This is an optimization exercise on Yosys and OpenROAD, whose aim is small area, not a production implementation.
At most, simulation tests tie the RTL to the original design; equivalence was not proved.
The RTL of run 1 was laid out without a check of its function.
Power figures rest on the tool's default switching activity, not on a simulated workload.

### config.mk
export PLATFORM = sky130hd
export DESIGN_NAME = x10_cm17a
export DESIGN_NICKNAME = x10_cm17a
export VERILOG_FILES = /design/flow/design.v
export SDC_FILE = /design/flow/constraint.sdc
export NUM_CORES = 4
export LEC_CHECK = 0
export ABC_AREA = 1
export CAP_MARGIN = 20
export CORE_MARGIN = 2
export CORE_UTILIZATION = 40
export SLEW_MARGIN = 20
### standard.sh
#!/bin/bash
# synth_recipe.tcl (not shown) runs the flow's synth.tcl, then flattens the netlist and writes it again
# the make line also repeats each setting of config.mk as NAME=value (left out here)
make -C /OpenROAD-flow-scripts/flow DESIGN_CONFIG=/design/flow/config.mk WORK_HOME=/design/flow/orfs CLKGATE_MAP_FILE= SYNTH_SCRIPT=/design/flow/synth_recipe.tcl "${@:-finish}"
### flow/run.sh
#!/bin/bash
# The standard layout with two changes:
#  - synthesis maps logic with an area-oriented ABC script (flow/abc_area.script);
#    registers are mapped by the standard dfflibmap step before ABC, unchanged
#  - port buffers are plain sky130_fd_sc_hd__buf_1 cells
set -euo pipefail
HERE=$PWD
# synthesis script: the standard flow's, with the abc command's -script argument replaced
{
  head -n 1 synth_recipe.tcl
  cat <<TCL
proc abc {args} {
  set i [lsearch -exact \$args -script]
  if { \$i >= 0 } { lset args [expr {\$i + 1}] $HERE/flow/abc_area.script }
  yosys abc {*}\$args
}
TCL
  tail -n +2 synth_recipe.tcl
} > my_synth.tcl
sed "s#SYNTH_SCRIPT=[^ ]*#SYNTH_SCRIPT=$HERE/my_synth.tcl#" standard.sh > my_standard.sh
export BUFFER_PORTS_ARGS="-buffer_cell sky130_fd_sc_hd__buf_1"
bash my_standard.sh > flow.log 2>&1
### design.v
module x10_fifo #(
    parameter WIDTH = 8,
    parameter AW    = 2
) (
    input  wire             clk,
    input  wire             rst,
    input  wire             push,
    input  wire [WIDTH-1:0] wr_data,
    input  wire             pop,
    output wire [WIDTH-1:0] rd_data,
    output wire             empty,
    output wire             full
);
    localparam DEPTH = 1 << AW;
    reg [WIDTH-1:0] mem [0:DEPTH-1];
    reg [AW:0]      wr_ptr;
    reg [AW:0]      rd_ptr;
    assign empty   = (wr_ptr == rd_ptr);
    assign full    = (wr_ptr == {~rd_ptr[AW], rd_ptr[AW-1:0]});
    reg [WIDTH-1:0] rd_or;
    integer i;
    always @(*) begin
        rd_or = {WIDTH{1'b0}};
        for (i = 0; i < DEPTH; i = i + 1)
            rd_or = rd_or | (mem[i] & {WIDTH{rd_ptr[AW-1:0] == i}});
    end
    assign rd_data = rd_or;
    always @(posedge clk) begin
        if (push)
            mem[wr_ptr[AW-1:0]] <= wr_data;
    end
    always @(posedge clk) begin
        if (rst) begin
            wr_ptr <= {(AW+1){1'b0}};
            rd_ptr <= {(AW+1){1'b0}};
        end else begin
            if (push)
                wr_ptr <= wr_ptr + 1'b1;
            if (pop)
                rd_ptr <= rd_ptr + 1'b1;
        end
    end
endmodule
module x10_tx (
    input  wire        clk,
    input  wire        rst,
    input  wire [15:0] cfg_wait,
    input  wire [15:0] cfg_reset,
    input  wire [15:0] cfg_gap,
    input  wire [15:0] cfg_err,
    input  wire [6:0]  cfg_dim_step,
    input  wire        cmd_valid,
    input  wire [1:0]  cmd_kind,
    input  wire [3:0]  cmd_func,
    input  wire [3:0]  cmd_house,
    input  wire [15:0] cmd_units,
    input  wire [6:0]  cmd_percent,
    output reg         st_valid,
    output reg  [2:0]  st_code,
    input  wire        close,
    input  wire        conn_connect,
    input  wire        conn_fix,
    input  wire        line_fail,
    output reg         line1,
    output reg         line0,
    output reg  [1:0]  conn_state,
    output reg         evt_broken,
    output reg         evt_fixed,
    output wire        tx_stopped,
    output wire        sent_valid,
    input  wire        sent_ready,
    output wire [1:0]  sent_func,
    output wire [3:0]  sent_house,
    output wire [15:0] sent_units,
    output wire [6:0]  sent_percent
);
    localparam CONN_DISCONNECTED = 2'd0;
    localparam CONN_CONNECTED    = 2'd1;
    localparam CONN_BROKEN       = 2'd2;
    localparam PH_IDLE  = 3'd0;
    localparam PH_RESET = 3'd1;
    localparam PH_FRAME = 3'd2;
    localparam PH_GAP   = 3'd3;
    localparam PH_PUSH  = 3'd4;
    localparam PH_ERR   = 3'd5;
    localparam PH_STOP  = 3'd6;
    localparam REC_W = 29;
    reg shutdown;
    wire cmd_is_unit = (cmd_kind == 2'd1) && ((cmd_func == 4'd3) || (cmd_func == 4'd4));
    wire cmd_is_dim  = (cmd_kind == 2'd2) && ((cmd_func == 4'd5) || (cmd_func == 4'd6));
    wire cmd_supported = cmd_is_unit || cmd_is_dim;
    wire cmd_pct_big = (cmd_percent > 7'd100);
    wire [6:0] cmd_pct_clamped = cmd_pct_big ? 7'd100 : cmd_percent;
    wire cmd_noop = (cmd_units == 16'd0) || (cmd_kind[1] && (cmd_percent == 7'd0));
    wire [REC_W-1:0] cmd_rec = {cmd_kind[1], ~cmd_func[0], cmd_house, cmd_units, cmd_pct_clamped};
    wire inq_full, inq_empty;
    wire [REC_W-1:0] inq_head;
    wire inq_push = cmd_valid && !shutdown && cmd_supported && !cmd_noop && !inq_full;
    wire inq_pop;
    always @(posedge clk) begin
        if (rst)
            st_valid <= 1'b0;
        else
            st_valid <= cmd_valid;
    end
    always @(posedge clk) begin
        if (shutdown)
            st_code <= 3'd4;
        else if (!cmd_supported)
            st_code <= 3'd2;
        else if (cmd_noop)
            st_code <= 3'd1;
        else if (inq_full)
            st_code <= 3'd3;
        else
            st_code <= 3'd0;
    end
    x10_fifo #(.WIDTH(REC_W), .AW(3)) u_inq (
        .clk     (clk),
        .rst     (rst),
        .push    (inq_push),
        .wr_data (cmd_rec),
        .pop     (inq_pop),
        .rd_data (inq_head),
        .empty   (inq_empty),
        .full    (inq_full)
    );
    reg [2:0]  phase;
    reg [2:0]  step;         
    reg [5:0]  bit_idx;      
    reg [15:0] wcnt;         
    reg        need_reset;
    reg              cur_dim;
    reg              cur_fbit;
    reg [3:0]        cur_house;
    reg [15:0]       cur_units;
    reg [6:0]        cur_pct;
    reg [6:0]        prog;       
    wire [3:0] cur_k = prog[3:0];
    assign tx_stopped = (phase == PH_STOP);
    wire take = (phase == PH_IDLE) && !shutdown && !inq_empty;
    assign inq_pop = take;
    reg [3:0] house_nib;
    always @(*) begin
        case (cur_house)
            4'd0:  house_nib = 4'h6;
            4'd1:  house_nib = 4'h7;
            4'd2:  house_nib = 4'h4;
            4'd3:  house_nib = 4'h5;
            4'd4:  house_nib = 4'h8;
            4'd5:  house_nib = 4'h9;
            4'd6:  house_nib = 4'hA;
            4'd7:  house_nib = 4'hB;
            4'd8:  house_nib = 4'hE;
            4'd9:  house_nib = 4'hF;
            4'd10: house_nib = 4'hC;
            4'd11: house_nib = 4'hD;
            4'd12: house_nib = 4'h0;
            4'd13: house_nib = 4'h1;
            4'd14: house_nib = 4'h2;
            default: house_nib = 4'h3;
        endcase
    end
    reg [3:0] last_k;
    integer i;
    always @(*) begin
        last_k = 4'd0;
        for (i = 0; i < 16; i = i + 1)
            if (cur_units[i])
                last_k = i[3:0];
    end
    wire k_hit = cur_units[cur_k];
    wire [15:0] unit_code = {house_nib, 1'b0, cur_k[3], 2'b00,
                             1'b0, cur_k[2], cur_fbit, cur_k[0], cur_k[1], 3'b000};
    wire [15:0] dim_code  = {house_nib, 4'b0000,
                             1'b1, 1'b0, 1'b0, !cur_fbit, 1'b1, 3'b000};
    wire [15:0] cur_code  = cur_dim ? dim_code : unit_code;
    reg [7:0] cur_byte;
    always @(*) begin
        case (bit_idx[5:3])
            3'd0:    cur_byte = 8'hD5;
            3'd1:    cur_byte = 8'hAA;
            3'd2:    cur_byte = cur_code[15:8];
            3'd3:    cur_byte = cur_code[7:0];
            default: cur_byte = 8'hAD;
        endcase
    end
    wire cur_bit = cur_byte[~bit_idx[2:0]];
    wire last_bit = bit_idx[5] && (bit_idx[2:0] == 3'd7);
    reg [15:0] wait_len;
    always @(*) begin
        case (phase)
            PH_RESET: wait_len = cfg_reset;
            PH_FRAME: wait_len = cfg_wait;
            PH_GAP:   wait_len = cfg_gap;
            default:  wait_len = cfg_err;
        endcase
    end
    wire wait_done = ({1'b0, wcnt} + 17'd1) >= {1'b0, wait_len};
    wire in_wait = ((phase == PH_RESET) && (step == 3'd2 || step == 3'd5)) ||
                   ((phase == PH_FRAME) && step[0]) ||
                   (phase == PH_GAP) || (phase == PH_ERR);
    reg op_valid;
    reg op_line;     
    reg op_level;
    always @(*) begin
        op_valid = 1'b0;
        op_line  = 1'b1;
        op_level = 1'b0;
        if (phase == PH_RESET) begin
            case (step)
                3'd0: begin op_valid = 1'b1; op_line = 1'b1; op_level = 1'b0; end
                3'd1: begin op_valid = 1'b1; op_line = 1'b0; op_level = 1'b0; end
                3'd3: begin op_valid = 1'b1; op_line = 1'b1; op_level = 1'b1; end
                3'd4: begin op_valid = 1'b1; op_line = 1'b0; op_level = 1'b1; end
                default: ;
            endcase
        end else if (phase == PH_FRAME) begin
            op_valid = !step[0];
            op_line  = cur_bit;
            op_level = step[1];
        end
    end
    wire op_ok   = (conn_state == CONN_CONNECTED) && !line_fail;
    wire op_fail = op_valid && !op_ok;
    wire [7:0] pct_diff = {1'b0, prog} - {1'b0, cfg_dim_step};
    wire more_frames = cur_dim ? (!pct_diff[7] && (pct_diff[6:0] != 7'd0))
                               : (cur_k != last_k);
    wire sentq_full, sentq_empty;
    wire [REC_W-1:0] sentq_head;
    wire sentq_push = (phase == PH_PUSH) && !sentq_full;
    wire sentq_pop  = sent_valid && sent_ready;
    wire [REC_W-1:0] cur_rec = {cur_dim, cur_fbit, cur_house, cur_units, cur_pct};
    x10_fifo #(.WIDTH(REC_W), .AW(2)) u_sentq (
        .clk     (clk),
        .rst     (rst),
        .push    (sentq_push),
        .wr_data (cur_rec),
        .pop     (sentq_pop),
        .rd_data (sentq_head),
        .empty   (sentq_empty),
        .full    (sentq_full)
    );
    assign sent_valid   = !sentq_empty && !shutdown;
    assign sent_func    = sentq_head[28:27];
    assign sent_house   = sentq_head[26:23];
    assign sent_units   = sentq_head[22:7];
    assign sent_percent = sentq_head[6:0];
    always @(posedge clk) begin
        if (in_wait && !wait_done)
            wcnt <= wcnt + 16'd1;
        else
            wcnt <= 16'd0;
    end
    always @(posedge clk) begin
        if (take) begin
            {cur_dim, cur_fbit, cur_house, cur_units, cur_pct} <= inq_head;
            prog <= inq_head[28] ? inq_head[6:0] : 7'd0;
        end else if (phase == PH_FRAME && step == 3'd3 && wait_done && last_bit && more_frames) begin
            if (cur_dim)
                prog <= pct_diff[6:0];
            else
                prog[3:0] <= cur_k + 4'd1;
        end else if (!cur_dim && !k_hit) begin
            prog[3:0] <= cur_k + 4'd1;
        end
    end
    always @(posedge clk) begin
        if (rst) begin
            phase      <= PH_IDLE;
            step       <= 3'd0;
            bit_idx    <= 6'd0;
            need_reset <= 1'b1;
        end else begin
            case (phase)
                PH_IDLE: begin
                    if (shutdown) begin
                        phase <= PH_STOP;
                    end else if (!inq_empty) begin
                        step       <= 3'd0;
                        bit_idx    <= 6'd0;
                        phase      <= need_reset ? PH_RESET : PH_FRAME;
                    end
                end
                PH_RESET: begin
                    if (op_fail) begin
                        need_reset <= 1'b1;
                        phase      <= PH_ERR;
                    end else if (step == 3'd2 || step == 3'd5) begin
                        if (wait_done) begin
                            if (step == 3'd5) begin
                                step    <= 3'd0;
                                bit_idx <= 6'd0;
                                phase   <= PH_FRAME;
                            end else begin
                                step <= step + 3'd1;
                            end
                        end
                    end else begin
                        step <= step + 3'd1;
                    end
                end
                PH_FRAME: begin
                    if (op_fail) begin
                        need_reset <= 1'b1;
                        phase      <= PH_ERR;
                    end else if (step[0]) begin
                        if (wait_done) begin
                            step[1] <= ~step[1];
                            step[0] <= 1'b0;
                            if (step[1]) begin
                                if (last_bit) begin
                                    bit_idx <= 6'd0;
                                    if (!more_frames)
                                        phase <= PH_GAP;
                                end else begin
                                    bit_idx <= bit_idx + 6'd1;
                                end
                            end
                        end
                    end else begin
                        step[0] <= 1'b1;
                    end
                end
                PH_GAP: begin
                    if (wait_done)
                        phase <= PH_PUSH;
                end
                PH_PUSH: begin
                    if (!sentq_full) begin
                        need_reset <= 1'b0;
                        phase      <= PH_IDLE;
                    end
                end
                PH_ERR: begin
                    if (wait_done)
                        phase <= PH_IDLE;
                end
                default: phase <= PH_STOP;
            endcase
        end
    end
    always @(posedge clk) begin
        if (rst) begin
            line1      <= 1'b1;
            line0      <= 1'b1;
            conn_state <= CONN_DISCONNECTED;
            shutdown   <= 1'b0;
            evt_broken <= 1'b0;
            evt_fixed  <= 1'b0;
        end else begin
            evt_broken <= 1'b0;
            evt_fixed  <= 1'b0;
            if (op_valid && op_ok) begin
                if (op_line)
                    line1 <= op_level;
                else
                    line0 <= op_level;
            end
            if (close) begin
                shutdown   <= 1'b1;
                conn_state <= CONN_DISCONNECTED;
            end else if (op_valid && (conn_state == CONN_CONNECTED) && line_fail) begin
                conn_state <= CONN_BROKEN;
                evt_broken <= 1'b1;
            end else if ((conn_state == CONN_DISCONNECTED) && conn_connect && !shutdown) begin
                conn_state <= CONN_CONNECTED;
            end else if ((conn_state == CONN_BROKEN) && conn_fix) begin
                conn_state <= CONN_CONNECTED;
                evt_fixed  <= 1'b1;
            end
        end
    end
endmodule
module x10_rx (
    input  wire       clk,
    input  wire       rst,
    input  wire       rx_l1,
    input  wire       rx_l0,
    output reg        dec_valid,
    output wire [1:0] dec_func,
    output wire [3:0] dec_house,
    output wire [3:0] dec_unit,
    output reg        dec_desync
);
    reg       lvl1, lvl0;
    reg       arm1, arm0;    
    reg [5:0] cnt;           
    reg       mism;          
    reg       nz;            
    reg [9:0] sr;
    reg arm1_nx, arm0_nx;
    reg bit_v;
    reg bit_b;
    reg rx_rst;
    always @(*) begin
        arm1_nx = arm1;
        arm0_nx = arm0;
        bit_v   = 1'b0;
        bit_b   = 1'b0;
        rx_rst  = 1'b0;
        if (rx_l1 != lvl1) begin
            if (!rx_l1) begin
                arm0_nx = 1'b0;
                if (!lvl0) begin
                    rx_rst  = 1'b1;
                    arm1_nx = 1'b0;
                end else begin
                    arm1_nx = 1'b1;
                end
            end else if (arm1) begin
                arm1_nx = 1'b0;
                bit_v   = 1'b1;
                bit_b   = 1'b1;
            end
        end
        if (rx_l0 != lvl0) begin
            if (!rx_l0) begin
                arm1_nx = 1'b0;
                if (!rx_l1) begin
                    rx_rst  = 1'b1;
                    arm0_nx = 1'b0;
                end else begin
                    arm0_nx = 1'b1;
                end
            end else if (arm0_nx) begin
                arm0_nx = 1'b0;
                bit_v   = 1'b1;
                bit_b   = 1'b0;
            end
        end
    end
    wire [2:0] byte_i   = cnt[5:3];
    wire       byte_end = (cnt[2:0] == 3'd7);
    wire       in_code  = (byte_i == 3'd2) || (byte_i == 3'd3);
    reg [7:0] exp_byte;
    always @(*) begin
        case (byte_i)
            3'd0:    exp_byte = 8'hD5;
            3'd1:    exp_byte = 8'hAA;
            default: exp_byte = 8'hAD;
        endcase
    end
    wire bad_bit = !in_code && (bit_b != exp_byte[~cnt[2:0]]);
    wire m_nx    = mism || bad_bit;
    wire [3:0] cpos = ~cnt[3:0];
    wire keep = cpos[3:2] == 2'b11 || cpos == 4'd10 ||
                (cpos <= 4'd7 && cpos >= 4'd3);
    wire c10 = sr[5], c7 = sr[4], c6 = sr[3], c5 = sr[2], c4 = sr[1], c3 = sr[0];
    wire good = !m_nx && !nz && (!c7 || (!c10 && !c6 && !c5 && c3));
    always @(posedge clk) begin
        if (rst) begin
            lvl1       <= 1'b1;
            lvl0       <= 1'b1;
            arm1       <= 1'b0;
            arm0       <= 1'b0;
            cnt        <= 6'd0;
            mism       <= 1'b0;
            dec_valid  <= 1'b0;
            dec_desync <= 1'b0;
        end else begin
            lvl1       <= rx_l1;
            lvl0       <= rx_l0;
            arm1       <= arm1_nx;
            arm0       <= arm0_nx;
            dec_valid  <= 1'b0;
            dec_desync <= 1'b0;
            if (rx_rst) begin
                cnt  <= 6'd0;
                mism <= 1'b0;
            end else if (bit_v) begin
                if (!byte_end) begin
                    cnt  <= cnt + 6'd1;
                    mism <= m_nx;
                end else begin
                    mism <= 1'b0;
                    if (byte_i == 3'd4) begin
                        cnt        <= 6'd0;
                        dec_valid  <= good;
                        dec_desync <= !good;
                    end else if (m_nx) begin
                        cnt        <= 6'd0;
                        dec_desync <= 1'b1;
                    end else begin
                        cnt <= cnt + 6'd1;
                    end
                end
            end
        end
    end
    always @(posedge clk) begin
        if (bit_v && in_code) begin
            if (keep)
                sr <= {sr[8:0], bit_b};
            if (cnt[4:0] == 5'd16)
                nz <= 1'b0;
            else if (!keep && bit_b)
                nz <= 1'b1;
        end
    end
    reg [3:0] house_idx;
    always @(*) begin
        case (sr[9:6])
            4'h6: house_idx = 4'd0;
            4'h7: house_idx = 4'd1;
            4'h4: house_idx = 4'd2;
            4'h5: house_idx = 4'd3;
            4'h8: house_idx = 4'd4;
            4'h9: house_idx = 4'd5;
            4'hA: house_idx = 4'd6;
            4'hB: house_idx = 4'd7;
            4'hE: house_idx = 4'd8;
            4'hF: house_idx = 4'd9;
            4'hC: house_idx = 4'd10;
            4'hD: house_idx = 4'd11;
            4'h0: house_idx = 4'd12;
            4'h1: house_idx = 4'd13;
            4'h2: house_idx = 4'd14;
            default: house_idx = 4'd15;
        endcase
    end
    assign dec_house = house_idx;
    assign dec_func  = c7 ? {1'b1, !c4} : {1'b0, c5};
    assign dec_unit  = c7 ? 4'd0 : {c10, c6, c3, c4};
endmodule
module x10_cm17a (
    input  wire        clk,
    input  wire        rst,
    input  wire [15:0] cfg_wait,
    input  wire [15:0] cfg_reset,
    input  wire [15:0] cfg_gap,
    input  wire [15:0] cfg_err,
    input  wire [6:0]  cfg_dim_step,
    input  wire        cmd_valid,
    input  wire [1:0]  cmd_kind,
    input  wire [3:0]  cmd_func,
    input  wire [3:0]  cmd_house,
    input  wire [15:0] cmd_units,
    input  wire [6:0]  cmd_percent,
    output wire        st_valid,
    output wire [2:0]  st_code,
    input  wire        close,
    input  wire        conn_connect,
    input  wire        conn_fix,
    input  wire        line_fail,
    output wire        line1,
    output wire        line0,
    output wire [1:0]  conn_state,
    output wire        evt_broken,
    output wire        evt_fixed,
    output wire        tx_stopped,
    output wire        sent_valid,
    input  wire        sent_ready,
    output wire [1:0]  sent_func,
    output wire [3:0]  sent_house,
    output wire [15:0] sent_units,
    output wire [6:0]  sent_percent,
    input  wire        rx_l1,
    input  wire        rx_l0,
    output wire        dec_valid,
    output wire [1:0]  dec_func,
    output wire [3:0]  dec_house,
    output wire [3:0]  dec_unit,
    output wire        dec_desync
);
    x10_tx u_tx (
        .clk          (clk),
        .rst          (rst),
        .cfg_wait     (cfg_wait),
        .cfg_reset    (cfg_reset),
        .cfg_gap      (cfg_gap),
        .cfg_err      (cfg_err),
        .cfg_dim_step (cfg_dim_step),
        .cmd_valid    (cmd_valid),
        .cmd_kind     (cmd_kind),
        .cmd_func     (cmd_func),
        .cmd_house    (cmd_house),
        .cmd_units    (cmd_units),
        .cmd_percent  (cmd_percent),
        .st_valid     (st_valid),
        .st_code      (st_code),
        .close        (close),
        .conn_connect (conn_connect),
        .conn_fix     (conn_fix),
        .line_fail    (line_fail),
        .line1        (line1),
        .line0        (line0),
        .conn_state   (conn_state),
        .evt_broken   (evt_broken),
        .evt_fixed    (evt_fixed),
        .tx_stopped   (tx_stopped),
        .sent_valid   (sent_valid),
        .sent_ready   (sent_ready),
        .sent_func    (sent_func),
        .sent_house   (sent_house),
        .sent_units   (sent_units),
        .sent_percent (sent_percent)
    );
    x10_rx u_rx (
        .clk        (clk),
        .rst        (rst),
        .rx_l1      (rx_l1),
        .rx_l0      (rx_l0),
        .dec_valid  (dec_valid),
        .dec_func   (dec_func),
        .dec_house  (dec_house),
        .dec_unit   (dec_unit),
        .dec_desync (dec_desync)
    );
endmodule
### constraint.sdc
create_clock -name core_clock -period 6.0 [get_ports {clk}]
set_input_delay 1.2000 -clock core_clock [delete_from_list [all_inputs] [get_ports {clk}]]
set_output_delay 1.2000 -clock core_clock [all_outputs]
set_load 0.01 [all_outputs]
### flow/abc_area.script
strash
dch
amap
topo
==> results of run 1 <==
## cells in the mapped netlist (6+ instances only)
master	number	area (um^2)
nor4_1	12	75.1
o21ai_0	42	210
nor2_1	154	578
a211oi_1	19	143
a21oi_1	49	245
a221oi_1	21	184
a222oi_1	92	921
nand3_1	35	175
nor3_1	34	170
dfxtp_1	75	1500
or2_0	8	50.1
nand4_1	6	37.5
a22o_1	7	61.3
edfxtp_1	395	11900
a2111oi_0	6	52.6
clkinv_1	105	394
a22oi_1	24	180
o22ai_1	24	150
ha_1	47	588
nand2_1	150	563
nor2b_1	25	156
## power by group through the flow
stage	Sequential (mW)	Clock [mW]	Combinational (mW)
after floorplan	4.09	0	1.47
after CTS	4.09	3.06	2.29
final	4.09	3.00	2.29
after global routing	4.12	3.18	2.56
after global placement	4.15	0	2.26
after detailed placement	4.16	0	2.29
## worst register-to-register path, cell delays in order (launching register included)
cell      delay, ns
dfxtp_1        0.38
ha_1           0.19
clkinv_1       0.08
nor3_1         0.28
nand2_1        0.14
nor3b_1        0.27
nand2_1        0.15
nor2_1         0.14
nand4b_1       0.14
o21ai_0        0.17
clkinv_1       0.14
ha_1           0.31
nand2_1        0.08
or4_1          0.55
nor3_1         0.19
a41o_1         0.36
and3_1         0.23
nand4b_1       0.16
nor2_1         0.29
clkinv_1       0.23
o221ai_1       0.22
o21ai_0        0.13
## through the flow
| step | hold slack [ns] | util, % |
|---|---|---|
| 3_5_place_dp | 0.455 | 44.0 |
| 3_3_place_gp | 0.439 | 44.0 |
| 5_1_grt | 0.468 | 47.5 |
| 6_report | 0.463 | 47.5 |
| 4_1_cts | 0.470 | 47.5 |
| 2_1_floorplan | 0.428 | - |
## state kept, by name, summed over array words and instances (netlist names), 2 cells and up
name                 count
u_tx.u_inq.wr_ptr        4
u_tx.u_inq.mem         232
u_tx.conn_state          2
u_tx.u_sentq.rd_ptr      3
u_tx.bit_idx             6
u_tx.u_sentq.mem       116
u_rx.sr                 10
u_tx.st_code             3
u_tx.u_inq.rd_ptr        4
u_tx.cur_house           4
u_tx.prog                7
u_tx.house_nib           4
u_tx.wcnt               16
u_tx.u_sentq.wr_ptr      3
u_rx.cnt                 6
dec_house                4
u_tx.phase               3
u_tx.cur_units          16
u_tx.step                3
u_tx.cur_pct             7
## area by class of cell
class	instances	area, um^2
clock inverter	34	384
timing repair buffer	193	830
tap	607	759
clock buffer	55	1230
sequential	470	13400
inverter	105	394
fill	4101	24400
multi-input combinational	818	5160
## worst paths after layout
path,end,slack (ns),start,depth (start not counted)
min,u_rx.sr[7]$_DFFE_PP_,0.46,u_rx.sr[6]$_DFFE_PP_,0
max,u_tx.prog[2]$_DFFE_PP_,0.87,u_tx.wcnt[0]$_SDFF_PN0_,21
max reg2reg,u_tx.prog[2]$_DFFE_PP_,0.87,u_tx.wcnt[0]$_SDFF_PN0_,21
min reg2reg,u_rx.sr[7]$_DFFE_PP_,0.46,u_rx.sr[6]$_DFFE_PP_,0
## routing by layer
metal	global-route usage, %	share of wire [%]	vias to the layer above
li1	-	-	6019
met1	24.3	44	6207
met2	29.3	47	394
met3	2.83	6.4	67
met4	5.50	2.1	2
met5	0	0.036	-
## kinds of logic (layout without fill, tap and decap cells)
group / after synthesis / after routing
flip-flops: 470 / 470
AND/OR/NAND/NOR: 442 / 442
AO/OA/AOI/OAI: 327 / 327
buffers and inverters: 108 / 387
adder cells (fa/ha/maj): 48 / 48
XOR/XNOR: 1 / 1
==> impl_metrics.tcl, run 1 <==
set metrics [dict create \
    initial_core_util_pct 40.5 \
    fin_nets 1798 \
    power_frac_seq_pct 43.6 \
    dp_slack_ns 0.494 \
    die_h_um 221 \
    netlist_instances 1396 \
    die-area_um2 48900 \
    worstMarginPinSlew_ns 0.977 \
    final_common_cell "edfxtp_1" \
    clock_skew_ns 0.0362 \
    path_max_fanout 7 \
    drt_iter0_drc 1142 \
    timing.final.ws_setup_ns 0.874 \
    slew-limit-headroom_pct 34.7 \
    hp-class "reg -> reg" \
    wl_per_cell_um 19.6 \
    placed_area_um2 20500 \
    layoutNonFillerInstCount 2282 \
    via_count 12700 \
    drt_first_pass_iters 9 \
    synth_fa_ha_area_share_pct 3.23 \
    syn2layout_area_growth_pct 17.4 \
    place_inst 2192 \
    max-vdd-ir-drop_mv 0.237 \
    ys_seq_area_share_pct 70.9 \
    cp.arrival_ns 5.42 \
    routed_wl_mm 44.7 \
    cp_data_required_time_ns 6.29 \
    grt_start_max_net_pins 41 \
    grt-ovfl-total 0 \
    rsz0062_at_grt "false" \
    p_switching_mw 2.97 \
    slowest_stage "or4_1" \
    path_clk_slew_ns 0.06 \
    synth_top_family_by_area "compound AO/OA/AOI/OAI gates" \
    power_frac_comb_pct 24.4 \
    cp-start-kind "flip-flop" \
    drv_slew 0 \
    clock_tree.buffer_depth 3 \
    gp_congestion 0.854 \
    finalPower_mw 9.38 \
    muxShareOfSynthArea_pct 0 \
    postCtsSetupBuffers 0 \
    ant_nets 0 \
    ys_types 53 \
    ios 167 \
    critical-path-max-stage-delay_ns 0.55 \
    ys_warn_count 4 \
    antenna_found_initial 1 \
    synth_area_per_cell_um2 13.5 \
    synth_nets 1558 \
    vias_per_cell 5.56 \
    insertion_delay_ns 0.60 \
    final_cell_mix "edfxtp_1 (395), buf_1 (166), nand2_1 (150)" \
    cts_buffers 48 \
    hold_viol_final 0 \
    synth_area_um2 18800 \
    yosys.area_share.simple_pct 10.3 \
    intPower_mw 6.41 \
    critPathKind "reg -> reg" \
    setup_violations 0 \
    cts.htree.levels 2 \
    synth_xor_area_share_pct 0.0465 \
    finalSetupTns_ns 0 \
    layout-drive-gt1-share_pct 7.46 \
    path_cells "ha_1 > clkinv_1 > nor3_1 > nand2_1 > nor3b_1 > nand2_1 > nor2_1 > nand4b_1 > o21ai_0 > clkinv_1 > ha_1 > nand2_1 > or4_1 > nor3_1 > a41o_1 > and3_1 > nand4b_1 > nor2_1 > clkinv_1 > o221ai_1 > o21ai_0" \
    num_rows 79 \
    gr-usage-all-layers_pct 17.8 \
    status "no timing/DRC/antenna violations" \
    ys.flop_type "edfxtp_1" \
    path_buf_inv 3 \
    grt_pass1_vias 12100 \
    cts_tree "yes" \
    cts_num_sinks 470 \
    power.density_nw_per_um2 424 \
    pwr-share-clk_pct 32.0 \
    period_share_pct 85.4 \
    end_kind "flip-flop" \
    period_needed_ns 5.13 \
    ys_ff_latch 470 \
    cts_resized 0 \
    portBuffers 166 \
    dpl.hpwl_mm 27.5 \
    clockRootBuffer "clkbuf_16" \
    drc 0 \
    critPathTopFamily "simple AND/OR/NAND/NOR gates" \
    grt_pass1_wl_mm 68.6 \
    die_w_um 221 \
    core-area_um2 46600 \
    cts_hold_buf 0 \
    p_leak_nw 7.15 \
    fin_area_um2 22100 \
    synth_edf_count 395 \
    n_antenna_cell 0 \
    synth_compound_area_share_pct 13.4 \
    max_cap_violations 0 \
    switching_share_pct 31.6 \
    async_flop_share_pct 0 \
    fmax_mhz 195 \
]
==> run 2, diff against run 1 <==
--- a/design.v
+++ b/design.v
@@ -187,16 +187,6 @@
     end
     wire cur_bit = cur_byte[~bit_idx[2:0]];
     wire last_bit = bit_idx[5] && (bit_idx[2:0] == 3'd7);
-    reg [15:0] wait_len;
-    always @(*) begin
-        case (phase)
-            PH_RESET: wait_len = cfg_reset;
-            PH_FRAME: wait_len = cfg_wait;
-            PH_GAP:   wait_len = cfg_gap;
-            default:  wait_len = cfg_err;
-        endcase
-    end
-    wire wait_done = ({1'b0, wcnt} + 17'd1) >= {1'b0, wait_len};
     wire in_wait = ((phase == PH_RESET) && (step == 3'd2 || step == 3'd5)) ||
                    ((phase == PH_FRAME) && step[0]) ||
                    (phase == PH_GAP) || (phase == PH_ERR);
@@ -246,17 +236,30 @@
     assign sent_house   = sentq_head[26:23];
     assign sent_units   = sentq_head[22:7];
     assign sent_percent = sentq_head[6:0];
+    wire wait_done = (wcnt[15:1] == 15'd0);
+    wire frame_end = (phase == PH_FRAME) && (step == 3'd3) && last_bit;
+    reg [15:0] wait_len;
+    always @(*) begin
+        if (op_fail)
+            wait_len = cfg_err;
+        else if (phase == PH_RESET)
+            wait_len = cfg_reset;
+        else if (frame_end && !more_frames)
+            wait_len = cfg_gap;
+        else
+            wait_len = cfg_wait;
+    end
     always @(posedge clk) begin
         if (in_wait && !wait_done)
-            wcnt <= wcnt + 16'd1;
+            wcnt <= wcnt - 16'd1;
         else
-            wcnt <= 16'd0;
+            wcnt <= wait_len;
     end
     always @(posedge clk) begin
         if (take) begin
             {cur_dim, cur_fbit, cur_house, cur_units, cur_pct} <= inq_head;
             prog <= inq_head[28] ? inq_head[6:0] : 7'd0;
-        end else if (phase == PH_FRAME && step == 3'd3 && wait_done && last_bit && more_frames) begin
+        end else if (frame_end && wait_done && more_frames) begin
             if (cur_dim)
                 prog <= pct_diff[6:0];
             else
==> flow/run.sh (replaced) <==
#!/bin/bash
# The standard layout (standard.sh) with these changes:
#  - synthesis maps logic with an area-oriented ABC script (flow/abc_area.script);
#    registers are mapped by the standard dfflibmap step before ABC, unchanged
#  - port buffers are plain sky130_fd_sc_hd__buf_1 cells
#  - clock tree synthesis inserts no dummy loads
# Each tool's output goes to flow.log here and to the ORFS logs under orfs/logs.
set -euo pipefail
HERE=$PWD
{
  head -n 1 synth_recipe.tcl
  cat <<TCL
proc abc {args} {
  set i [lsearch -exact \$args -script]
  if { \$i >= 0 } { lset args [expr {\$i + 1}] $HERE/flow/abc_area.script }
  yosys abc {*}\$args
}
TCL
  tail -n +2 synth_recipe.tcl
} > my_synth.tcl
sed "s#SYNTH_SCRIPT=[^ ]*#SYNTH_SCRIPT=$HERE/my_synth.tcl#" standard.sh > my_standard.sh
export BUFFER_PORTS_ARGS="-buffer_cell sky130_fd_sc_hd__buf_1"
export CTS_ARGS="-sink_clustering_enable -repair_clock_nets -dont_use_dummy_load -buf_list sky130_fd_sc_hd__clkbuf_16 -sink_clustering_size 30 -sink_clustering_max_diameter 100"
bash my_standard.sh > flow.log 2>&1
==> flow/abc_area.script (replaced) <==
strash
&get -n
&st
&if -K 4 -a
&mfs
&st
&syn2
&dch
&put
amap
topo
--- a/config.mk
+++ b/config.mk
@@ -6,7 +6,8 @@
 export NUM_CORES = 4
 export LEC_CHECK = 0
 export ABC_AREA = 1
-export CAP_MARGIN = 20
+export CAP_MARGIN = 0
 export CORE_MARGIN = 2
 export CORE_UTILIZATION = 40
-export SLEW_MARGIN = 20
+export GPL_TIMING_DRIVEN = 0
+export SLEW_MARGIN = 0
==> run 2 against run 1 <==
Against the previous run:
- still clean on timing, DRC and antenna
- fmax fell by 5.7%
- clock skew is 0.036 ns higher
- worst hold slack improved by 0.017 ns
- power is 8.3% lower
- non-clock buffer count rose by 11
- global-route usage is 0.20 points higher
- count of clock-buffer cells in the layout is 35 lower
- synthesized cell count is 4.0% lower
- critical endpoint is now u_tx.wcnt[3]$_DFF_P_
- highest routed layer is now met4
==> impl_metrics.tcl, run 2 <==
set metrics [dict create \
    status "no timing/DRC/antenna violations" \
    fin_area_um2 21200 \
    synth_area_leaders "edfxtp_1 (63%), dfxtp_1 (8.0%), nor2_1 (2.5%)" \
    synth_top_area_share_pct 63.4 \
    worstMarginPinSlew_ns 1.35 \
    hp-class "reg -> reg" \
    grt_pass1_vias 11600 \
    slew-limit-headroom_pct 9.76 \
    fin_nets 1709 \
    slowest_stage "nand4_1" \
    ant_nets 0 \
    dpl.hpwl_mm 30.2 \
    ys_types 52 \
    grt-ovfl-total 0 \
    ys.flop_type "edfxtp_1" \
    critPathLaunch "u_tx.prog[0]$_DFFE_PP_" \
    yosys.area_share.simple_pct 8.75 \
    insertion_delay_ns 0.57 \
    synth_compound_area_share_pct 15.1 \
    r2r_slack_ns 0.56 \
    die-area_um2 48500 \
    synth_commonest_cells "edfxtp_1 (395), nor2_1 (127), clkinv_1 (117)" \
    path_cells "clkinv_1 > ha_1 > fa_1 > nor2_1 > a221o_1 > nand2_1 > o21ai_0 > nor4bb_1 > a31oi_1 > o21ai_0 > nand4_1 > clkinv_1 > a221oi_1 > or3_1 > a32oi_1" \
    clockRootBuffer "clkbuf_16" \
    cp_data_required_time_ns 6.42 \
    min_to "u_rx.sr[2]$_DFFE_PP_" \
    max-vdd-ir-drop_mv 0.202 \
    min_path_cells 0 \
    layout-drive-gt1-share_pct 5.19 \
    critical-path-max-stage-delay_ns 0.68 \
    nFillCells 4046 \
    rsz0062_at_grt "false" \
    cts_buffers 20 \
    drc 0 \
    p_switching_mw 2.97 \
    ios 167 \
    pwr-share-clk_pct 17.8 \
    netlist_instances 1340 \
    cts.htree.levels 1 \
    power_frac_comb_pct 31.9 \
    hold_start "u_rx.sr[1]$_DFFE_PP_" \
    critPathTopFamily "simple AND/OR/NAND/NOR gates" \
    grt_start_max_net_pins 32 \
    wl_per_cell_um 20.6 \
    synth_xor_area_share_pct 0.0468 \
    muxShareOfSynthArea_pct 0 \
    synth_area_um2 18700 \
    hold_viol_final 0 \
    synth_top_family_by_area "compound AO/OA/AOI/OAI gates" \
    yosysMostFrequentCell "edfxtp_1" \
    finalSetupTns_ns 0 \
    via_count 12400 \
    clock_tree.buffer_depth 3 \
    synth_nets 1486 \
    syn2layout_area_growth_pct 13.3 \
    drt_first_pass_iters 8 \
    drt_iter0_drc 1296 \
    cts_num_sinks 470 \
    ys_ff_latch 470 \
    ys_seq_area_share_pct 71.5 \
    intPower_mw 5.63 \
    ys_warn_count 4 \
    largest_reg_flops 232 \
    fmax_mhz 184 \
    end_kind "flip-flop" \
    switching_share_pct 34.5 \
    cp-start-kind "flip-flop" \
    drv_slew 0 \
    path_max_fanout 17 \
    power_frac_seq_pct 50.4 \
    p_leak_nw 6.60 \
    portBuffers 166 \
    placed_area_um2 20700 \
    final_common_cell "edfxtp_1" \
    synth_fa_ha_area_share_pct 2.18 \
    synth_area_per_cell_um2 14.0 \
    num_rows 79 \
    path_clk_slew_ns 0.11 \
    period_needed_ns 5.44 \
    vias_per_cell 5.70 \
    cp.arrival_ns 5.86 \
    gr-usage-all-layers_pct 18.0 \
    regToRegStartpoint "u_tx.prog[0]$_DFFE_PP_" \
    die_h_um 220 \
    cts_tree "yes" \
    n_antenna_cell 0 \
    gp_congestion 0.865 \
    period_share_pct 90.6 \
    yosys.area.top_type "edfxtp_1" \
    async_flop_share_pct 0 \
    reg2regPathDepth 15 \
    clock_skew_ns 0.0722 \
    power.density_nw_per_um2 406 \
    die_w_um 220 \
    initial_core_util_pct 40.3 \
    synth_edf_count 395 \
    routed_wl_mm 44.7 \
    setup_violations 0 \
    grt_pass1_wl_mm 67.2 \
    max_cap_violations 0 \
    regToRegEndpoint "u_tx.wcnt[3]$_DFF_P_" \
    antenna_found_initial 0 \
    path_buf_inv 2 \
    critPathKind "reg -> reg" \
    final_cell_mix "edfxtp_1 (395), buf_1 (167), nor2_1 (127)" \
    core-area_um2 46400 \
]
## run 2: cell count changes after synthesis, sizes merged, moves of 10 or more
cell / before / now
ha: 47 / 31
a222oi: 92 / 46
a31oi: 4 / 15
a22o: 7 / 33
a221oi: 21 / 45
or3: 5 / 15
nand2: 150 / 74
clkinv: 105 / 117
a221o: 2 / 30
nor2: 154 / 127
o22ai: 24 / 14
a32oi: 2 / 16
## run 2: repair_timing
item / CTS / global route
buffers inserted: 0 / 0
resized for setup: 0 / 1
endpoints found under the setup margin: 0 / 1
hold buffers: 0 / 0
## run 2: cell type report
type | instances | area, um^2 | share of cell area (%)
sequential | 470 | 13400 | 63.1
multi-input combinational | 750 | 5010 | 23.7
timing repair buffer | 201 | 1090 | 5.16
tap | 607 | 759 | 3.58
clock buffer | 20 | 500 | 2.36
inverter | 117 | 443 | 2.09
buffer | 3 | 15.0 | 0.0709
## run 2: kinds of logic after synthesis
kind of cell / Yosys count
AO/OA/AOI/OAI: 361
XOR/XNOR: 1
adder cells (fa/ha/maj): 32
buffers and inverters: 120
flip-flops: 470
AND/OR/NAND/NOR: 356
## run 2: worst max-delay path by stage
| stage | cells after the start | slack [ns] | to |
|---|---|---|---|
| after global routing | 14 | 0.08 | u_tx.phase[0]$_SDFFE_PP0P_ |
| after CTS | 14 | 0.61 | u_tx.phase[0]$_SDFFE_PP0P_ |
| after global placement | 7 | -3.34 | u_tx.house_nib[1]$_DFF_P_ |
| after floorplan | 7 | 0.12 | u_tx.house_nib[1]$_DFF_P_ |
| final | 15 | 0.56 | u_tx.wcnt[3]$_DFF_P_ |
| after detailed placement | 13 | 0.38 | u_tx.u_inq.mem[7][10]$_DFFE_PP_ |
## run 2: routing by layer
metal  track usage (%)  wire (um)
met1              25.0      19200
met2              29.9      21900
met5                 0          0
met4              4.65        854
met3              2.57       2740
## run 2: through the flow
| stage | hold slack [ns] | power (mW) | utilization (%) | setup WS, ns | instances |
|---|---|---|---|---|---|
| finish | 0.479 | 8.60 | 45.7 | 0.563 | 2168 |
| detailed placement | 0.445 | 7.16 | 44.6 | 0.378 | 2148 |
| CTS | 0.484 | 8.67 | 45.7 | 0.613 | 2168 |
| global route | 0.507 | 9.08 | 45.7 | 0.0797 | 2168 |
| floorplan | 0.435 | 6.06 | - | 0.121 | 1340 |
| global placement | 0.448 | 7.01 | 43.3 | -3.34 | 2113 |
## run 2: power groups by stage
| stage | Combinational [mW] | Sequential [mW] | Clock (mW) |
|---|---|---|---|
| 6_report | 2.74 | 4.33 | 1.53 |
| 5_1_grt | 3.02 | 4.38 | 1.68 |
| 4_1_cts | 2.76 | 4.33 | 1.58 |
| 3_5_place_dp | 2.75 | 4.40 | 0 |
| 3_3_place_gp | 2.61 | 4.40 | 0 |
| 2_1_floorplan | 1.76 | 4.30 | 0 |
==> run 3, diff against run 2 <==
==> flow/abc_area.script (replaced) <==
strash
&get -n
&st
&if -K 4 -a
&mfs
&st
&deepsyn -T 30
&dch
&put
amap
topo
--- a/config.mk
+++ b/config.mk
@@ -9,5 +9,4 @@
 export CAP_MARGIN = 0
 export CORE_MARGIN = 2
 export CORE_UTILIZATION = 40
-export GPL_TIMING_DRIVEN = 0
 export SLEW_MARGIN = 0
==> run 3 against run 2 <==
Against the previous run:
- count of clock-buffer cells in the layout did not move
- clock skew increased by 0.017 ns
- fmax rose by 27%
- highest routed layer is now met5
- largest cell class unchanged
- sequential power down 2%
- power shrank 3.5%
- sequential share of layout area grew 2.1 points
- critical path depth up 1
- wire length fell by 2.6%
==> impl_metrics.tcl, run 3 <==
set metrics [dict create \
    place_inst 2064 \
    core-area_um2 45400 \
    synth_area_leaders "edfxtp_1 (65%), dfxtp_1 (8.2%), a222oi_1 (3.2%)" \
    cts_resized 0 \
    grt_pass1_vias 11500 \
    routed_wl_mm 43.5 \
    nFillCells 4042 \
    yosys.area_share.simple_pct 8.16 \
    r2r_slack_ns 1.71 \
    grt-ovfl-total 0 \
    die-area_um2 47600 \
    cts.htree.levels 1 \
    power.density_nw_per_um2 405 \
    cts_hold_buf 0 \
    cts_tree "yes" \
    netlist_instances 1275 \
    ys_types 49 \
    fmax_mhz 233 \
    slew-limit-headroom_pct 20.4 \
    via_count 11800 \
    synth_edf_count 395 \
    vias_per_cell 5.68 \
    ys_warn_count 4 \
    synth_area_um2 18400 \
    postCtsSetupBuffers 0 \
    muxShareOfSynthArea_pct 0 \
    drt_iter0_drc 1313 \
    final_cell_mix "edfxtp_1 (395), buf_1 (166), nor2_1 (112)" \
    hp-class "reg -> reg" \
    final_common_cell "edfxtp_1" \
    synth_fa_ha_area_share_pct 2.22 \
    async_flop_share_pct 0 \
    gr-usage-all-layers_pct 18.0 \
    largest_reg_flops 232 \
    fin_nets 1632 \
    cp-start-kind "flip-flop" \
    finalSetupTns_ns 0 \
    drv_slew 0 \
    yosysMostFrequentCell "edfxtp_1" \
    regArea_um2 13400 \
    synth_xor_area_share_pct 0.0954 \
    dpl.hpwl_mm 27.0 \
    grt_pass1_wl_mm 66.5 \
    synth_area_per_cell_um2 14.4 \
    synth_top_family_by_area "compound AO/OA/AOI/OAI gates" \
    p_leak_nw 6.40 \
    end_kind "flip-flop" \
    ios 167 \
    clock_tree.buffer_depth 3 \
    drc 0 \
    path_max_fanout 11 \
    holdWs_ns 0.470 \
    ys.flop_type "edfxtp_1" \
    drt_first_pass_iters 6 \
    cp.arrival_ns 4.62 \
    setup_violations 0 \
    initial_core_util_pct 40.5 \
    status "no timing/DRC/antenna violations" \
    ys_seq_area_share_pct 72.8 \
    power_frac_comb_pct 30.5 \
    max_cap_violations 0 \
    ys_ff_latch 470 \
    max-vdd-ir-drop_mv 0.210 \
    grt_start_max_net_pins 47 \
    reg2regPathDepth 16 \
    hold_viol_final 0 \
    pwr-share-clk_pct 18.4 \
    die_h_um 218 \
    syn2layout_area_growth_pct 11.7 \
    n_antenna_cell 0 \
    fin_util_pct 45.2 \
    rsz0062_at_grt "false" \
    switching_share_pct 34.0 \
    yosys.area.top_type "edfxtp_1" \
    path_clk_slew_ns 0.12 \
    period_needed_ns 4.29 \
    period_share_pct 71.6 \
    cp_data_required_time_ns 6.33 \
    layout-drive-gt1-share_pct 4.38 \
    intPower_mw 5.48 \
    gp_congestion 0.871 \
    min_path_cells 2 \
    portBuffers 166 \
    ant_nets 0 \
    cts_buffers 20 \
    power_frac_seq_pct 51.1 \
    p_switching_mw 2.82 \
    synth_nets 1421 \
    multi_input_area_um2 4680 \
    cts_num_sinks 470 \
    synth_commonest_cells "edfxtp_1 (395), nor2_1 (113), clkinv_1 (107)" \
    layoutNonFillerInstCount 2084 \
    synth_compound_area_share_pct 14.5 \
    clockRootBuffer "clkbuf_16" \
    num_rows 78 \
    wl_per_cell_um 20.9 \
    antenna_found_initial 1 \
    clock_skew_ns 0.0890 \
    insertion_delay_ns 0.59 \
    synth_top_area_share_pct 64.6 \
    critPathKind "reg -> reg" \
    die_w_um 218 \
    worstMarginPinSlew_ns 1.19 \
]
## run 3: critical path: stages, from the launching register on
cell,delay [ns]
edfxtp_1,0.57
clkinv_1,0.38
ha_1,0.34
fa_1,0.39
clkinv_1,0.07
a21oi_1,0.06
o21ai_0,0.21
o21ai_0,0.15
nand3_1,0.11
o32a_1,0.14
nor2_1,0.04
nor2_1,0.30
clkinv_1,0.14
or3_1,0.38
or2_0,0.31
nand2_1,0.25
o221ai_1,0.17
## run 3: path summary, 6_finish.rpt
check / start / endpoint
setup / recovery: u_tx.prog[0]$_DFFE_PP_ / u_tx.prog[3]$_DFFE_PP_
hold / removal: u_rx.mism$_SDFFE_PP0N_ / u_rx.mism$_SDFFE_PP0N_
setup reg to reg: u_tx.prog[0]$_DFFE_PP_ / u_tx.prog[3]$_DFFE_PP_
hold reg to reg: u_rx.mism$_SDFFE_PP0N_ / u_rx.mism$_SDFFE_PP0N_
## run 3: layer usage
metal / up-vias / share of wire, % / GRT usage, % / wire (um)
met3: 45 / 5.2 / 2.02 / 2240
met1: 5936 / 45 / 25.3 / 19600
met4: 2 / 1.5 / 3.81 / 652
met5: - / 0.032 / 0 / 14
met2: 313 / 48 / 30.2 / 21000
li1: 5548 / - / - / -
## run 3: area by class of cell
cell class                      count  area share, %
Multi-Input combinational cell    695           22.8
Timing Repair Buffer              192           3.99
Inverter                          107           1.96
Tap cell                          600           3.66
Clock buffer                       20           2.44
Sequential cell                   470           65.1
## run 3: kinds of logic after synthesis
logic type               Yosys count
buffers and inverters            110
adder cells (fa/ha/maj)           32
AO/OA/AOI/OAI                    332
XOR/XNOR                           2
AND/OR/NAND/NOR                  329
flip-flops                       470
## run 3: through the flow
step                cell area [um^2]  setup WS [ns]  power, mW
finish                         20500           1.71       8.30
global route                   20500           1.22       8.75
CTS                            20500           1.74       8.34
detailed placement             20000           1.40       6.84
global placement               20000           1.51       6.79
floorplan                      18400           1.12       5.87
## run 3: power groups by stage
| stage | clock (mW) | combinational (mW) | sequential, mW |
|---|---|---|---|
| 2_1_floorplan | 0 | 1.64 | 4.22 |
| 3_3_place_gp | 0 | 2.48 | 4.31 |
| 3_5_place_dp | 0 | 2.52 | 4.32 |
| 4_1_cts | 1.57 | 2.53 | 4.25 |
| 5_1_grt | 1.67 | 2.79 | 4.28 |
| 6_report | 1.53 | 2.53 | 4.25 |
==> run 4, diff against run 3 <==
--- a/config.mk
+++ b/config.mk
@@ -8,5 +8,5 @@
 export ABC_AREA = 1
 export CAP_MARGIN = 0
 export CORE_MARGIN = 2
-export CORE_UTILIZATION = 40
+export CORE_UTILIZATION = 70
 export SLEW_MARGIN = 0
==> run 4 against run 3 <==
Against the previous run:
- power fell by 6.7%
- first-iteration DRC count rose by 9.1%
- sequential share of layout area rose by 1.2 points
- critical endpoint is now u_tx.wcnt[10]$_DFF_P_
- largest cell class unchanged
==> impl_metrics.tcl, run 4 <==
set metrics [dict create \
    intPower_mw 5.31 \
    cts_tree "yes" \
    power_frac_comb_pct 25.9 \
    async_flop_share_pct 0 \
    syn2layout_area_growth_pct 9.64 \
    critical-path-max-stage-delay_ns 0.58 \
    cts_buffers 19 \
    path_max_fanout 11 \
    synth_area_leaders "edfxtp_1 (65%), dfxtp_1 (8.2%), a222oi_1 (3.2%)" \
    cts.htree.levels 1 \
    antenna_found_initial 0 \
    fin_util_pct 77.7 \
    clock_tree.buffer_depth 3 \
    via_count 12000 \
    cp.arrival_ns 4.76 \
    synth_xor_area_share_pct 0.0477 \
    power.density_nw_per_um2 385 \
    path_clk_slew_ns 0.11 \
    max_cap_violations 0 \
    synth_fa_ha_area_share_pct 2.22 \
    critPathKind "reg -> reg" \
    cp_data_required_time_ns 6.40 \
    ios 167 \
    final_cell_mix "edfxtp_1 (395), buf_1 (166), nor2_1 (119)" \
    layoutNonFillerInstCount 1824 \
    synth_compound_area_share_pct 14.4 \
    gp_congestion 0.872 \
    switching_share_pct 31.4 \
    p_leak_nw 6.39 \
    clock_skew_ns 0.0445 \
    synth_area_per_cell_um2 14.3 \
    yosys.area_share.simple_pct 8.32 \
    final_common_cell "edfxtp_1" \
    die_w_um 166 \
    placed_area_um2 19700 \
    grt_start_max_net_pins 45 \
    netlist_instances 1283 \
    max-vdd-ir-drop_mv 0.310 \
    yosys.area.top_type "edfxtp_1" \
    cts_hold_buf 0 \
    ys_warn_count 4 \
    fin_area_um2 20100 \
    cts_num_sinks 470 \
    die_h_um 166 \
    period_needed_ns 4.37 \
    slowest_stage "edfxtp_1" \
    drc 0 \
    core-area_um2 25900 \
    cts_resized 0 \
    grt-ovfl-total 0 \
    hold_viol_final 0 \
    initial_core_util_pct 70.9 \
    synth_top_area_share_pct 64.6 \
    drt_first_pass_iters 6 \
    yosysMostFrequentCell "edfxtp_1" \
    end_kind "flip-flop" \
    die-area_um2 27500 \
    critPathTopFamily "compound AO/OA/AOI/OAI gates" \
    layout-drive-gt1-share_pct 4.03 \
    wl_per_cell_um 21.5 \
    path_cells "clkinv_1 > ha_1 > fa_1 > clkinv_1 > a21oi_1 > o21ai_0 > nand2_1 > o21a_1 > a2111oi_0 > a31oi_1 > nor2_1 > nor2_1 > nor2_1 > nor3_1 > nand2_1 > clkinv_1 > a221o_1" \
    place_inst 1805 \
    ys_types 54 \
    portBuffers 166 \
    ant_nets 0 \
    ys.flop_type "edfxtp_1" \
    muxShareOfSynthArea_pct 0 \
    path_buf_inv 3 \
    fin_nets 1637 \
    hp-class "reg -> reg" \
    synth_nets 1429 \
    r2r_slack_ns 1.63 \
    ys_seq_area_share_pct 72.8 \
    finalSetupTns_ns 0 \
    synth_top_family_by_area "compound AO/OA/AOI/OAI gates" \
    holdWs_ns 0.476 \
    dpl.hpwl_mm 24.5 \
    setup_violations 0 \
    p_switching_mw 2.44 \
    period_share_pct 72.8 \
    insertion_delay_ns 0.55 \
    vias_per_cell 6.55 \
    n_antenna_cell 0 \
    timing.final.ws_setup_ns 1.63 \
    finalPower_mw 7.75 \
    gr-usage-all-layers_pct 28.1 \
    rsz0062_at_grt "false" \
    num_rows 59 \
    worstMarginPinSlew_ns 1.01 \
    grt_pass1_vias 11400 \
    postCtsSetupBuffers 0 \
    synth_edf_count 395 \
    grt_pass1_wl_mm 61.3 \
    fmax_mhz 229 \
    cp-start-kind "flip-flop" \
    routed_wl_mm 39.3 \
    largest_reg_flops 232 \
    synth_area_um2 18400 \
    ys_ff_latch 470 \
    synth_commonest_cells "edfxtp_1 (395), nor2_1 (119), clkinv_1 (105)" \
    drt_iter0_drc 1432 \
    power_frac_seq_pct 55.3 \
    dp_slack_ns 1.52 \
    slew-limit-headroom_pct 32.8 \
    status "no timing/DRC/antenna violations" \
    clockRootBuffer "clkbuf_16" \
    pwr-share-clk_pct 18.8 \
    drv_slew 0 \
]
## run 4: cell count changes after synthesis, sizes merged, moves of 3 or more
| cell | previous run | this run |
|---|---|---|
| nor3 | 39 | 32 |
| o221a | 6 | 3 |
| o211ai | 4 | 1 |
| nand2 | 68 | 76 |
| nor2 | 113 | 119 |
| a22oi | 29 | 34 |
| a221o | 40 | 37 |
| nand3 | 50 | 43 |
| or2 | 7 | 10 |
| o21ai | 30 | 39 |
## run 4: path summary, 6_finish.rpt
kind | from | endpoint | cells after the start
hold / removal | u_rx.sr[0]$_DFFE_PP_ | u_rx.sr[1]$_DFFE_PP_ | 0
setup / recovery | u_tx.prog[0]$_DFFE_PP_ | u_tx.wcnt[10]$_DFF_P_ | 17
hold reg to reg | u_rx.sr[0]$_DFFE_PP_ | u_rx.sr[1]$_DFFE_PP_ | 0
setup reg to reg | u_tx.prog[0]$_DFFE_PP_ | u_tx.wcnt[10]$_DFF_P_ | 17
## run 4: final cells by class
cell class	instances	area (um^2)
Sequential cell	470	13400
Inverter	105	394
Multi-Input combinational cell	705	4680
Fill cell	1587	5770
Tap cell	335	419
Timing Repair Buffer	190	803
Clock buffer	19	475
## run 4: metal layers
layer / part of all wire (%) / up-vias / track usage [%]
met4: 1.8 / 0 / 7.26
met1: 40 / 5793 / 40.6
met5: 0 / - / 0
li1: - / 5555 / -
met3: 8.8 / 45 / 3.22
met2: 49 / 563 / 46.8
## run 4: power by group through the flow
stage / clock network, mW / logic, mW / registers, mW
after CTS: 1.48 / 2.00 / 4.27
after global placement: 0 / 1.94 / 4.33
after floorplan: 0 / 1.36 / 4.24
final: 1.46 / 2.01 / 4.28
after global routing: 1.58 / 2.21 / 4.32
after detailed placement: 0 / 1.98 / 4.35
## run 4: cells by family (layout without fill, tap and decap cells)
logic type / count (synthesis) / count (layout)
buffers and inverters: 108 / 314
XOR/XNOR: 1 / 1
AND/OR/NAND/NOR: 336 / 336
flip-flops: 470 / 470
adder cells (fa/ha/maj): 32 / 32
AO/OA/AOI/OAI: 336 / 336
==> run 5, diff against run 4 <==
--- a/config.mk
+++ b/config.mk
@@ -6,7 +6,7 @@
 export NUM_CORES = 4
 export LEC_CHECK = 0
 export ABC_AREA = 1
-export CAP_MARGIN = 0
+export CAP_MARGIN = 20
 export CORE_MARGIN = 2
 export CORE_UTILIZATION = 70
-export SLEW_MARGIN = 0
+export SLEW_MARGIN = 20
==> run 5 against run 4 <==
Against the previous run:
- count of clock-buffer cells in the layout did not move
- non-clock buffer count is the same
- critical path depth did not move
- clock skew unchanged
- first-iteration DRC count stayed put
- largest power group unchanged
==> impl_metrics.tcl, run 5 <==
set metrics [dict create \
    drc 0 \
    hold_viol_final 0 \
    hold_start "u_rx.sr[0]$_DFFE_PP_" \
    path_clk_slew_ns 0.11 \
    cts_num_sinks 470 \
    worstMarginPinSlew_ns 1.01 \
    max-vdd-ir-drop_mv 0.310 \
    die_h_um 166 \
    gp_congestion 0.872 \
    cts_hold_buf 0 \
    antenna_found_initial 0 \
    synth_top_area_share_pct 64.6 \
    period_needed_ns 4.37 \
    ys_seq_area_share_pct 72.8 \
    num_rows 59 \
    dpl.hpwl_mm 24.5 \
    synth_fa_ha_area_share_pct 2.22 \
    p_leak_nw 6.39 \
    critPathKind "reg -> reg" \
    final_common_cell "edfxtp_1" \
    finalSetupTns_ns 0 \
    insertion_delay_ns 0.55 \
    yosys.area.top_type "edfxtp_1" \
    portBuffers 166 \
    synth_edf_count 395 \
    cts_resized 0 \
    ys_warn_count 4 \
    cts_buffers 19 \
    final_cell_mix "edfxtp_1 (395), buf_1 (166), nor2_1 (119)" \
    period_share_pct 72.8 \
    ys_types 54 \
    synth_top_family_by_area "compound AO/OA/AOI/OAI gates" \
    finalPower_mw 7.75 \
    status "no timing/DRC/antenna violations" \
    critPathTopFamily "compound AO/OA/AOI/OAI gates" \
    die-area_um2 27500 \
    drv_slew 0 \
    clock_tree.buffer_depth 3 \
    synth_area_um2 18400 \
    critPathLaunch "u_tx.prog[0]$_DFFE_PP_" \
    power.density_nw_per_um2 385 \
    fmax_mhz 229 \
    core-area_um2 25900 \
    vias_per_cell 6.55 \
    synth_commonest_cells "edfxtp_1 (395), nor2_1 (119), clkinv_1 (105)" \
    ys_ff_latch 470 \
    initial_core_util_pct 70.9 \
    n_antenna_cell 0 \
    routed_wl_mm 39.3 \
    clock_skew_ns 0.0445 \
    path_buf_inv 3 \
    timing.final.ws_setup_ns 1.63 \
    postCtsSetupBuffers 0 \
    grt_pass1_wl_mm 61.3 \
    via_count 12000 \
    drt_iter0_drc 1432 \
    setup_violations 0 \
    cts_tree "yes" \
    path_cells "clkinv_1 > ha_1 > fa_1 > clkinv_1 > a21oi_1 > o21ai_0 > nand2_1 > o21a_1 > a2111oi_0 > a31oi_1 > nor2_1 > nor2_1 > nor2_1 > nor3_1 > nand2_1 > clkinv_1 > a221o_1" \
    die_w_um 166 \
    async_flop_share_pct 0 \
    yosysMostFrequentCell "edfxtp_1" \
    ios 167 \
    synth_nets 1429 \
    gr-usage-all-layers_pct 28.1 \
    critical-path-max-stage-delay_ns 0.58 \
    grt_start_max_net_pins 45 \
    end_kind "flip-flop" \
    slowest_stage "edfxtp_1" \
    wl_per_cell_um 21.5 \
    layout-drive-gt1-share_pct 4.03 \
    nFillCells 1587 \
    max_cap_violations 0 \
    clockRootBuffer "clkbuf_16" \
    yosys.area_share.simple_pct 8.32 \
    cp.arrival_ns 4.76 \
    rsz0062_at_grt "false" \
    cts.htree.levels 1 \
    multi_input_area_um2 4680 \
    fin_nets 1637 \
    synth_xor_area_share_pct 0.0477 \
    dp_slack_ns 1.52 \
    synth_area_per_cell_um2 14.3 \
    hp-class "reg -> reg" \
    netlist_instances 1283 \
    synth_compound_area_share_pct 14.4 \
    ys.flop_type "edfxtp_1" \
    cp-start-kind "flip-flop" \
    syn2layout_area_growth_pct 9.64 \
    muxShareOfSynthArea_pct 0 \
    holdWs_ns 0.476 \
    drt_first_pass_iters 6 \
    grt-ovfl-total 0 \
    largest_reg_flops 232 \
    path_max_fanout 11 \
    slew-limit-headroom_pct 32.8 \
    synth_area_leaders "edfxtp_1 (65%), dfxtp_1 (8.2%), a222oi_1 (3.2%)" \
    ant_nets 0 \
    grt_pass1_vias 11400 \
    regArea_um2 13400 \
    cp_data_required_time_ns 6.40 \
    regToRegStartpoint "u_tx.prog[0]$_DFFE_PP_" \
]
[run 5: cell counts after synthesis]
No cell type changed its count.
[run 5: stage by stage]
step | instance area, um^2 | util [%] | std cells
floorplan | 18400 | - | 1283
global placement | 19700 | 75.9 | 1805
detailed placement | 19700 | 75.9 | 1805
CTS | 20100 | 77.7 | 1824
finish | 20100 | 77.7 | 1824
global route | 20100 | 77.7 | 1824
[run 5: final cells by class]
class	instances	share of cell area, %
flip-flops and latches	470	66.4
multi-input cells	705	23.3
repair buffers	190	3.99
clock buffers	19	2.36
well taps	335	2.08
inverters	105	1.96
[run 5: cell families after synthesis]
group                    Yosys count
flip-flops                       470
AO/OA/AOI/OAI                    336
XOR/XNOR                           1
adder cells (fa/ha/maj)           32
AND/OR/NAND/NOR                  336
buffers and inverters            108
[run 5: path summary, 6_finish.rpt]
check                               end  slack [ns]  depth (start not counted)
setup / recovery  u_tx.wcnt[10]$_DFF_P_        1.63                         17
setup reg to reg  u_tx.wcnt[10]$_DFF_P_        1.63                         17
hold / removal     u_rx.sr[1]$_DFFE_PP_        0.48                          0
hold reg to reg    u_rx.sr[1]$_DFFE_PP_        0.48                          0
[run 5: power breakdown]
| group | total (mW) | switching (mW) | internal [mW] |
|---|---|---|---|
| registers | 4.28 | 0.291 | 3.99 |
| logic | 2.01 | 1.26 | 0.747 |
| clock network | 1.46 | 0.882 | 0.574 |
[run 5: metal layers]
layer	part of all wire (%)	global-route usage, %	vias up
met2	49	46.8	563
met1	40	40.6	5793
met5	0	0	-
met3	8.8	3.22	45
met4	1.8	7.26	0
li1	-	-	5555
==> run 6, diff against run 5 <==
==> flow/abc_area.script (replaced) <==
strash
&get -n
&st
&if -K 4 -a
&mfs
&st
&syn2
&dch
&put
amap
topo
--- a/config.mk
+++ b/config.mk
@@ -8,5 +8,5 @@
 export ABC_AREA = 1
 export CAP_MARGIN = 20
 export CORE_MARGIN = 2
-export CORE_UTILIZATION = 70
+export CORE_UTILIZATION = 40
 export SLEW_MARGIN = 20
==> run 6 against run 5 <==
Against the previous run:
- die area up 76%
- worst hold slack better by 0.0046 ns
- clock skew down 0.0050 ns
- global-route usage down 10 points
==> impl_metrics.tcl, run 6 <==
set metrics [dict create \
    grt_pass1_vias 11800 \
    grt_pass1_wl_mm 67.7 \
    slowest_stage "clkinv_1" \
    hold_start "u_rx.sr[0]$_DFFE_PP_" \
    rsz0062_at_grt "false" \
    status "no timing/DRC/antenna violations" \
    regToRegEndpoint "u_tx.phase[0]$_SDFFE_PP0P_" \
    cts_hold_buf 0 \
    placed_area_um2 20400 \
    ys.flop_type "edfxtp_1" \
    clock_tree.buffer_depth 3 \
    cp.arrival_ns 4.97 \
    path_clk_slew_ns 0.12 \
    wl_per_cell_um 20.8 \
    ys_types 52 \
    grt-ovfl-total 0 \
    portBuffers 166 \
    core-area_um2 46400 \
    min_path_cells 0 \
    ys_ff_latch 470 \
    cts_tree "yes" \
    die_w_um 220 \
    vias_per_cell 5.71 \
    setup_violations 0 \
    grt_start_max_net_pins 44 \
    syn2layout_area_growth_pct 11.8 \
    yosys.area_share.simple_pct 8.75 \
    gr-usage-all-layers_pct 18.1 \
    gp_congestion 0.882 \
    synth_top_area_share_pct 63.4 \
    max-vdd-ir-drop_mv 0.192 \
    die_h_um 220 \
    fin_nets 1704 \
    regToRegStartpoint "u_tx.phase[2]$_SDFFE_PP0P_" \
    initial_core_util_pct 40.3 \
    critical-path-max-stage-delay_ns 0.54 \
    finalSetupTns_ns 0 \
    dpl.hpwl_mm 28.5 \
    yosysMostFrequentCell "edfxtp_1" \
    period_share_pct 76.3 \
    layoutNonFillerInstCount 2164 \
    muxShareOfSynthArea_pct 0 \
    routed_wl_mm 45.1 \
    period_needed_ns 4.58 \
    ant_nets 0 \
    synth_compound_area_share_pct 15.1 \
    reg2regPathDepth 16 \
    path_cells "nor2_1 > clkinv_1 > nor2_1 > buf_4 > clkinv_1 > nor2_1 > clkinv_1 > nand2_1 > o21ai_0 > a31oi_2 > buf_4 > clkinv_1 > nand3_1 > o2111ai_1 > a2111oi_0 > a211oi_1" \
    slew-limit-headroom_pct 33.6 \
    final_common_cell "edfxtp_1" \
    place_inst 2143 \
    layout-drive-gt1-share_pct 4.69 \
    drv_slew 0 \
    synth_area_um2 18700 \
    yosys.area.top_type "edfxtp_1" \
    path_buf_inv 6 \
    synth_commonest_cells "edfxtp_1 (395), nor2_1 (127), clkinv_1 (117)" \
    synth_top_family_by_area "compound AO/OA/AOI/OAI gates" \
    r2r_slack_ns 1.42 \
    antenna_found_initial 1 \
    die-area_um2 48500 \
    ys_warn_count 4 \
    synth_area_leaders "edfxtp_1 (63%), dfxtp_1 (8.0%), nor2_1 (2.5%)" \
    worstMarginPinSlew_ns 0.994 \
    synth_edf_count 395 \
    drt_iter0_drc 1235 \
    path_max_fanout 31 \
    final_cell_mix "edfxtp_1 (395), buf_1 (166), nor2_1 (127)" \
    max_cap_violations 0 \
    hold_viol_final 0 \
    largest_reg_flops 232 \
]
==> run 6: cell count changes in the layout (fill, tap and decap cells not counted), moves of 9 or more <==
| cell | delta |
|---|---|
| a221oi_1 | +33 |
| a21oi_1 | +16 |
| a22oi_1 | -16 |
| a32oi_1 | +15 |
| a222oi_1 | -13 |
| clkinv_1 | +12 |
| or3_1 | +12 |
| buf_4 | +9 |
==> run 6: layer usage <==
| metal | GRT usage (%) | vias up | share of wire [%] |
|---|---|---|---|
| met5 | 0 | - | 0 |
| met4 | 3.91 | 0 | 1.7 |
| met3 | 2.72 | 44 | 5.8 |
| met2 | 30.6 | 350 | 49 |
| met1 | 24.9 | 6157 | 43 |
| li1 | - | 5796 | - |
==> run 6: final cells by class <==
| class | instances | area, um^2 |
|---|---|---|
| clock buffer | 20 | 500 |
| inverter | 117 | 439 |
| timing repair buffer | 199 | 871 |
| antenna | 1 | 2.50 |
| multi-input combinational | 750 | 4970 |
| sequential | 470 | 13400 |
| fill | 4147 | 25400 |
| tap | 607 | 759 |
==> run 6: cells by family (layout without fill, tap and decap cells) <==
kind of cell             Yosys count  after routing
AO/OA/AOI/OAI                    361            361
XOR/XNOR                           1              1
flip-flops                       470            470
buffers and inverters            120            336
adder cells (fa/ha/maj)           32             32
AND/OR/NAND/NOR                  356            356
other                              0              1
==> run 6: worst max-delay path by stage <==
stage / startpoint / to / slack [ns] / depth (start not counted)
detailed placement: cfg_dim_step[0] / u_tx.wcnt[1]$_DFF_P_ / 1.27 / 20
floorplan: u_tx.u_inq.rd_ptr[2]$_SDFFE_PP0P_ / u_tx.house_nib[1]$_DFF_P_ / 0.12 / 7
global route: u_tx.prog[0]$_DFFE_PP_ / u_tx.wcnt[9]$_DFF_P_ / 0.98 / 20
CTS: u_tx.prog[0]$_DFFE_PP_ / u_tx.wcnt[9]$_DFF_P_ / 1.48 / 20
global placement: cfg_dim_step[2] / u_tx.wcnt[15]$_DFF_P_ / 1.34 / 20
finish: u_tx.phase[2]$_SDFFE_PP0P_ / u_tx.phase[0]$_SDFFE_PP0P_ / 1.42 / 16
==> run 6: metrics by stage <==
stage | hold WS [ns] | setup slack [ns] | utilization (%) | power [mW]
6_report | 0.481 | 1.42 | 45.1 | 8.62
5_1_grt | 0.499 | 0.975 | 45.1 | 9.10
4_1_cts | 0.484 | 1.48 | 45.1 | 8.67
3_5_place_dp | 0.457 | 1.27 | 44.0 | 7.16
3_3_place_gp | 0.447 | 1.34 | 44.0 | 7.11
2_1_floorplan | 0.435 | 0.121 | - | 6.06
==> run 6: report_power, final <==
group	internal, mW	switching [mW]
Clock	0.603	0.918
Combinational	0.976	1.78
Sequential	4.04	0.298

Setup slack of run 6, layout unchanged: 1.423 ns with ideal ports, 1.423 ns with driving cells assumed (clock clkbuf_16, inputs buf_2), 1.221 ns with port delays also shifted by the 0.594 ns mid clock arrival.
